Background: an optimization exercise with open tools, aiming at small area. Do not read the settings as production practice. Function was checked by simulation only, so behaviour that the tests miss may differ from the original. The flow treats the clock pin as an ideal source, which a real chip does not have. No activity file was given, so power comes from the tool's default toggle rates.

Setup of run A:
==> flow/design.v <==
module b64_alpha (
    input  wire [5:0] idx,
    output wire [7:0] code
);
    wire lt26 = idx < 6'd26;
    wire lt52 = idx < 6'd52;
    wire lt62 = idx < 6'd62;
    wire [4:0] lo = idx[4:0] + (lt26 ? 5'd1 : lt52 ? 5'd7 : 5'd12);
    assign code = lt52 ? {1'b0, 1'b1, !lt26, lo} :
                  lt62 ? {4'b0011, lo[3:0]} :
                  {5'b00101, idx[0], 2'b11};
endmodule
module b64_rev (
    input  wire [20:0] c,
    output wire        is_val,
    output wire        is_pad,
    output wire [5:0]  val
);
    wire lo7 = ~|c[20:7];
    wire [6:0] x = c[6:0];
    wire let_ok = x[6] && x[4:0] != 5'd0 && x[4:0] <= 5'd26;
    wire dg     = x[6:4] == 3'b011 && x[3:0] <= 4'd9;
    wire sym    = x[6:4] == 3'b010 && x[3] && x[1:0] == 2'b11;
    assign is_pad = lo7 && x == 7'h3D;
    assign is_val = lo7 && (let_ok || dg || sym);
    wire [5:0] lv = {1'b0, x[4:0]} + (x[5] ? 6'd25 : 6'd63);
    wire [3:0] d4  = x[3:0] + 4'd4;
    assign val = x[6] ? lv : (x[4] ? {2'b11, d4} : {5'b11111, x[2]});
endmodule
module b64_enc (
    input  wire        clk,
    input  wire        rst,
    input  wire        in_valid,
    input  wire [9:0]  in_data,
    output wire        in_ready,
    output wire        out_valid,
    output wire [32:0] out_data,
    input  wire        out_ready,
    output wire        busy
);
    localparam [7:0] PAD_CODE = 8'h3D;
    reg [1:0] e_cnt;       
    reg       e_end;       
    reg       e_active;
    reg [6:0] e_c0;        
    reg [1:0] e_b0;        
    reg [7:0] e_b1;
    wire is_last = in_data[9];
    wire is_byte = !in_data[8];
    wire two     = e_cnt[1];
    assign in_ready  = out_ready && !e_end;
    assign out_valid = e_end || (two && in_valid && is_byte);
    assign busy      = e_active;
    wire accept = in_valid && in_ready;
    wire pop    = out_valid && out_ready;
    wire data   = !e_end || (e_cnt != 2'd0);    
    wire       first = (e_cnt == 2'd0);
    wire [7:0] ax, a1, a3;
    b64_alpha u_ax (.idx(first ? in_data[7:2] : {e_b1[3:0], e_end ? 2'b00 : in_data[7:6]}), .code(ax));
    b64_alpha u_a1 (.idx({e_b0, two ? e_b1[7:4] : 4'h0}), .code(a1));
    b64_alpha u_a3 (.idx(in_data[5:0]), .code(a3));
    wire [7:0] a0 = {1'b0, e_c0};
    wire [7:0] a2 = ax;
    wire [7:0] c2 = (e_cnt == 2'd1) ? PAD_CODE : a2;
    wire [7:0] c3 = e_end ? PAD_CODE : a3;
    assign out_data = data ? {1'b0, a0, a1, c2, c3} : {1'b1, 32'h0};
    always @(posedge clk) begin
        if (first) begin
            e_c0 <= ax[6:0];
            e_b0 <= in_data[1:0];
        end
        if (e_cnt == 2'd1) e_b1 <= in_data[7:0];
    end
    always @(posedge clk) begin
        if (rst) begin
            e_cnt    <= 2'd0;
            e_end    <= 1'b0;
            e_active <= 1'b0;
        end else if (e_end) begin
            if (pop) begin
                if (e_cnt != 2'd0)
                    e_cnt <= 2'd0;
                else
                    e_end <= 1'b0;
            end
        end else if (accept) begin
            if (is_byte)
                e_cnt <= two ? 2'd0 : e_cnt + 2'd1;
            if (is_last) begin
                e_end    <= 1'b1;
                e_active <= 1'b0;
            end else if (is_byte) begin
                e_active <= 1'b1;
            end
        end
    end
endmodule
module b64_dec (
    input  wire        clk,
    input  wire        rst,
    input  wire        in_valid,
    input  wire [22:0] in_data,
    output wire        in_ready,
    output wire        out_valid,
    output wire [27:0] out_data,
    input  wire        out_ready,
    output wire        busy
);
    reg  [1:0] d_pos;
    reg  [5:0] d_v0, d_v1, d_v2;
    reg        d_pad2;      
    reg        d_err;       
    reg        d_hold;      
    reg        d_end;       
    reg        d_active;
    wire is_last = in_data[22];
    wire is_char = !in_data[21];
    wire       k_val, k_pad;
    wire [5:0] k_v;
    b64_rev u_rev (.c(in_data[20:0]), .is_val(k_val), .is_pad(k_pad), .val(k_v));
    wire full = (d_pos == 2'd3) && !d_err && !d_hold && !d_pad2 && is_char && k_val;
    assign in_ready  = out_ready && !d_end;
    assign out_valid = d_end || (in_valid && full);
    assign busy      = d_active;
    wire accept = in_valid && in_ready;
    wire pop    = out_valid && out_ready;
    wire       len_err = (d_pos != 2'd0);
    wire       dat     = !d_end || d_hold;
    wire       two     = !d_end || !d_pad2;
    wire [1:0] n       = {!d_end || (d_hold && !d_pad2), !d_end || (d_hold && d_pad2)};
    wire [1:0] status  = dat ? 2'b00 : {len_err || d_err, !len_err};
    wire [7:0] ob0 = dat         ? {d_v0, d_v1[5:4]}      : 8'h00;
    wire [7:0] ob1 = (dat & two) ? {d_v1[3:0], d_v2[5:2]} : 8'h00;
    wire [7:0] ob2 = !d_end      ? {d_v2[1:0], k_v}       : 8'h00;
    assign out_data = {status, n, ob0, ob1, ob2};
    always @(posedge clk) begin
        if (d_pos == 2'd0 && !d_hold) d_v0 <= k_v;
        if (d_pos == 2'd1) d_v1 <= k_v;
        if (d_pos == 2'd2) d_v2 <= k_v;
    end
    always @(posedge clk) begin
        if (rst || (d_end && pop && !d_hold)) begin
            d_pos    <= 2'd0;
            d_pad2   <= 1'b0;
            d_err    <= 1'b0;
            d_hold   <= 1'b0;
            d_end    <= 1'b0;
            d_active <= 1'b0;
        end else if (d_end) begin
            if (pop)
                d_hold <= 1'b0;
        end else if (accept) begin
            if (is_char) begin
                d_pos <= d_pos + 2'd1;
                if (!d_err) begin
                    if (d_hold) begin
                        d_err  <= 1'b1;
                        d_hold <= 1'b0;
                    end else begin
                        case (d_pos)
                            2'd0, 2'd1: if (!k_val) d_err <= 1'b1;
                            2'd2: if (k_pad) d_pad2 <= 1'b1;
                                  else if (!k_val) d_err <= 1'b1;
                            default:
                                if (k_pad) d_hold <= 1'b1;
                                else if (!(k_val && !d_pad2)) d_err <= 1'b1;
                        endcase
                    end
                end
            end
            if (is_last) begin
                d_end    <= 1'b1;
                d_active <= 1'b0;
            end else if (is_char) begin
                d_active <= 1'b1;
            end
        end
    end
endmodule
module b64core (
    input  wire        clk,
    input  wire        rst,
    input  wire        enc_in_valid,
    input  wire [9:0]  enc_in_data,
    output wire        enc_in_ready,
    output wire        enc_out_valid,
    output wire [32:0] enc_out_data,
    input  wire        enc_out_ready,
    output wire        enc_busy,
    input  wire        dec_in_valid,
    input  wire [22:0] dec_in_data,
    output wire        dec_in_ready,
    output wire        dec_out_valid,
    output wire [27:0] dec_out_data,
    input  wire        dec_out_ready,
    output wire        dec_busy
);
    b64_enc u_enc (
        .clk(clk), .rst(rst),
        .in_valid(enc_in_valid), .in_data(enc_in_data), .in_ready(enc_in_ready),
        .out_valid(enc_out_valid), .out_data(enc_out_data), .out_ready(enc_out_ready),
        .busy(enc_busy)
    );
    b64_dec u_dec (
        .clk(clk), .rst(rst),
        .in_valid(dec_in_valid), .in_data(dec_in_data), .in_ready(dec_in_ready),
        .out_valid(dec_out_valid), .out_data(dec_out_data), .out_ready(dec_out_ready),
        .busy(dec_busy)
    );
endmodule
export LEC_CHECK = 0
export CAP_MARGIN = 20
export CORE_MARGIN = 2
export CORE_UTILIZATION = 40
export SLEW_MARGIN = 20
export BUFFER_PORTS_ARGS = -buffer_cell sky130_fd_sc_hd__buf_1
export CTS_ARGS = -sink_clustering_enable -repair_clock_nets -dont_use_dummy_load -buf_list sky130_fd_sc_hd__clkbuf_4 -root_buf sky130_fd_sc_hd__clkbuf_4
export POST_CTS_TCL = /design/flow/flow/post_cts.tcl
create_clock -name core_clock -period 5.0 [get_ports {clk}]
standard.sh (not shown) runs the stock make flow with config.mk's settings and CLKGATE_MAP_FILE= SYNTH_SCRIPT=/design/flow/synth_recipe.tcl, a recipe that flattens the netlist after the stock synthesis.
==> flow/flow/run.sh <==
#!/bin/bash
# Own layout flow: the standard layout (standard.sh) with
#  - the standard synthesis script, but ABC run with an area-oriented script
#    (flow/area.script) and adders left to ABC instead of the adder cells;
#  - port buffers of the smallest buffer cell;
#  - a clock tree of small clock buffers without dummy loads, each clock
#    buffer then sized to the smallest that keeps its loads' slew low
#    (flow/post_cts.tcl).
# Each tool's output goes to a log file in the work folder.
set -euo pipefail
W=$(pwd)
cat > "$W/own_synth.tcl" <<EOF
proc abc {args} {
  set i [lsearch -exact \$args -script]
  if {\$i >= 0} { lset args [expr {\$i+1}] $W/flow/area.script }
  yosys abc {*}\$args
}
source $W/synth_recipe.tcl
EOF
cat >> config.mk <<'EOF'
export BUFFER_PORTS_ARGS = -buffer_cell sky130_fd_sc_hd__buf_1
export CTS_ARGS = -sink_clustering_enable -repair_clock_nets -dont_use_dummy_load -buf_list sky130_fd_sc_hd__clkbuf_4 -root_buf sky130_fd_sc_hd__clkbuf_4
EOF
echo "export POST_CTS_TCL = $W/flow/post_cts.tcl" >> config.mk
bash standard.sh SYNTH_SCRIPT="$W/own_synth.tcl" ADDER_MAP_FILE= finish > standard.log 2>&1
Other scripts of this flow, unchanged in this note and not shown: flow/flow/area.script, flow/flow/post_cts.tcl
Inputs modified between run A and run B:
diff --git a/flow/design.v b/flow/design.v
--- a/flow/design.v
+++ b/flow/design.v
@@ -40,37 +40,30 @@
 );
     localparam [7:0] PAD_CODE = 8'h3D;
     reg [1:0] e_cnt;       
     reg       e_end;       
     reg       e_active;
-    reg [6:0] e_c0;        
-    reg [1:0] e_b0;        
-    reg [7:0] e_b1;
+    reg [7:0] e_b0, e_b1;
     wire is_last = in_data[9];
     wire is_byte = !in_data[8];
     wire two     = e_cnt[1];
     assign in_ready  = out_ready && !e_end;
     assign out_valid = e_end || (two && in_valid && is_byte);
     assign busy      = e_active;
     wire accept = in_valid && in_ready;
     wire pop    = out_valid && out_ready;
     wire data   = !e_end || (e_cnt != 2'd0);    
-    wire       first = (e_cnt == 2'd0);
-    wire [7:0] ax, a1, a3;
-    b64_alpha u_ax (.idx(first ? in_data[7:2] : {e_b1[3:0], e_end ? 2'b00 : in_data[7:6]}), .code(ax));
-    b64_alpha u_a1 (.idx({e_b0, two ? e_b1[7:4] : 4'h0}), .code(a1));
+    wire [7:0] a0, a1, a2, a3;
+    b64_alpha u_a0 (.idx(e_b0[7:2]), .code(a0));
+    b64_alpha u_a1 (.idx({e_b0[1:0], two ? e_b1[7:4] : 4'h0}), .code(a1));
+    b64_alpha u_a2 (.idx({e_b1[3:0], e_end ? 2'b00 : in_data[7:6]}), .code(a2));
     b64_alpha u_a3 (.idx(in_data[5:0]), .code(a3));
-    wire [7:0] a0 = {1'b0, e_c0};
-    wire [7:0] a2 = ax;
     wire [7:0] c2 = (e_cnt == 2'd1) ? PAD_CODE : a2;
     wire [7:0] c3 = e_end ? PAD_CODE : a3;
     assign out_data = data ? {1'b0, a0, a1, c2, c3} : {1'b1, 32'h0};
     always @(posedge clk) begin
-        if (first) begin
-            e_c0 <= ax[6:0];
-            e_b0 <= in_data[1:0];
-        end
+        if (e_cnt == 2'd0) e_b0 <= in_data[7:0];
         if (e_cnt == 2'd1) e_b1 <= in_data[7:0];
     end
     always @(posedge clk) begin
         if (rst) begin
             e_cnt    <= 2'd0;
Results
- Between run A and run B, sequential cell count is lower for run B, run A comes in above that.
- Across run A and run B, none had a timing, DRC or antenna violation.
- [compare] base=run A new=run B: tightest slew margin relative to the limit increased by 2.9 points relative to the old numbers; final design instance area without fill now sits at about the same level; via count of the routed design picked up an extra about 5.4%.
- Run comparison: run A capturing element of the worst setup path enc_out_data[12]; run B capturing element of the worst setup path enc_out_data[0]
- Compare run A and run B | fraction of layout instances using a drive strength above 1 lower: run B
- | share of the cycle needed by the critical path after routing | run B vs run A | 0.40 points lower |
- Per the comparison of run B with run A, final net count climbed 17; all-layer global routing usage climbed 1.6 points; relative contribution of sequential cells to total power climbed 1.1 points; latest clock arrival within the worst-skew pair barely changed; fill cell instance count of the final layout climbed about 2%.

==> port drivers added, routing unchanged <==
The flow's constraints put no driver on any port. The routed layouts listed below were extracted and timed again, unchanged, in two steps.
Step 1 sets driving cells, clkbuf_16 on the clock port and buf_2 on the other inputs (assumed; they add their load-dependent delay and slew).
Step 2 also shifts input and output timing later by t, the mid clock arrival at the registers, as if the neighbouring blocks saw the same clock.
a / b / c = ideal / step 1 / step 2; a / b = the first two.
run | t (ns) | setup slack, ns | worst hold slack (ns) | worst setup path at the end | cell pins on the clock port's net
run A | 0.351 | 0.462 / 0.436 / 0.652 | 0.501 / 0.501 / 0.501 | input to output | 1
run B | 0.356 | 0.482 / 0.463 / 0.463 | 0.502 / 0.502 / 0.502 | input to output | 1
After both steps setup and hold are still met in every run listed. The setup slack of run B, which loses most, moves by -0.019 ns with the drivers and by -0.019 ns with both steps.
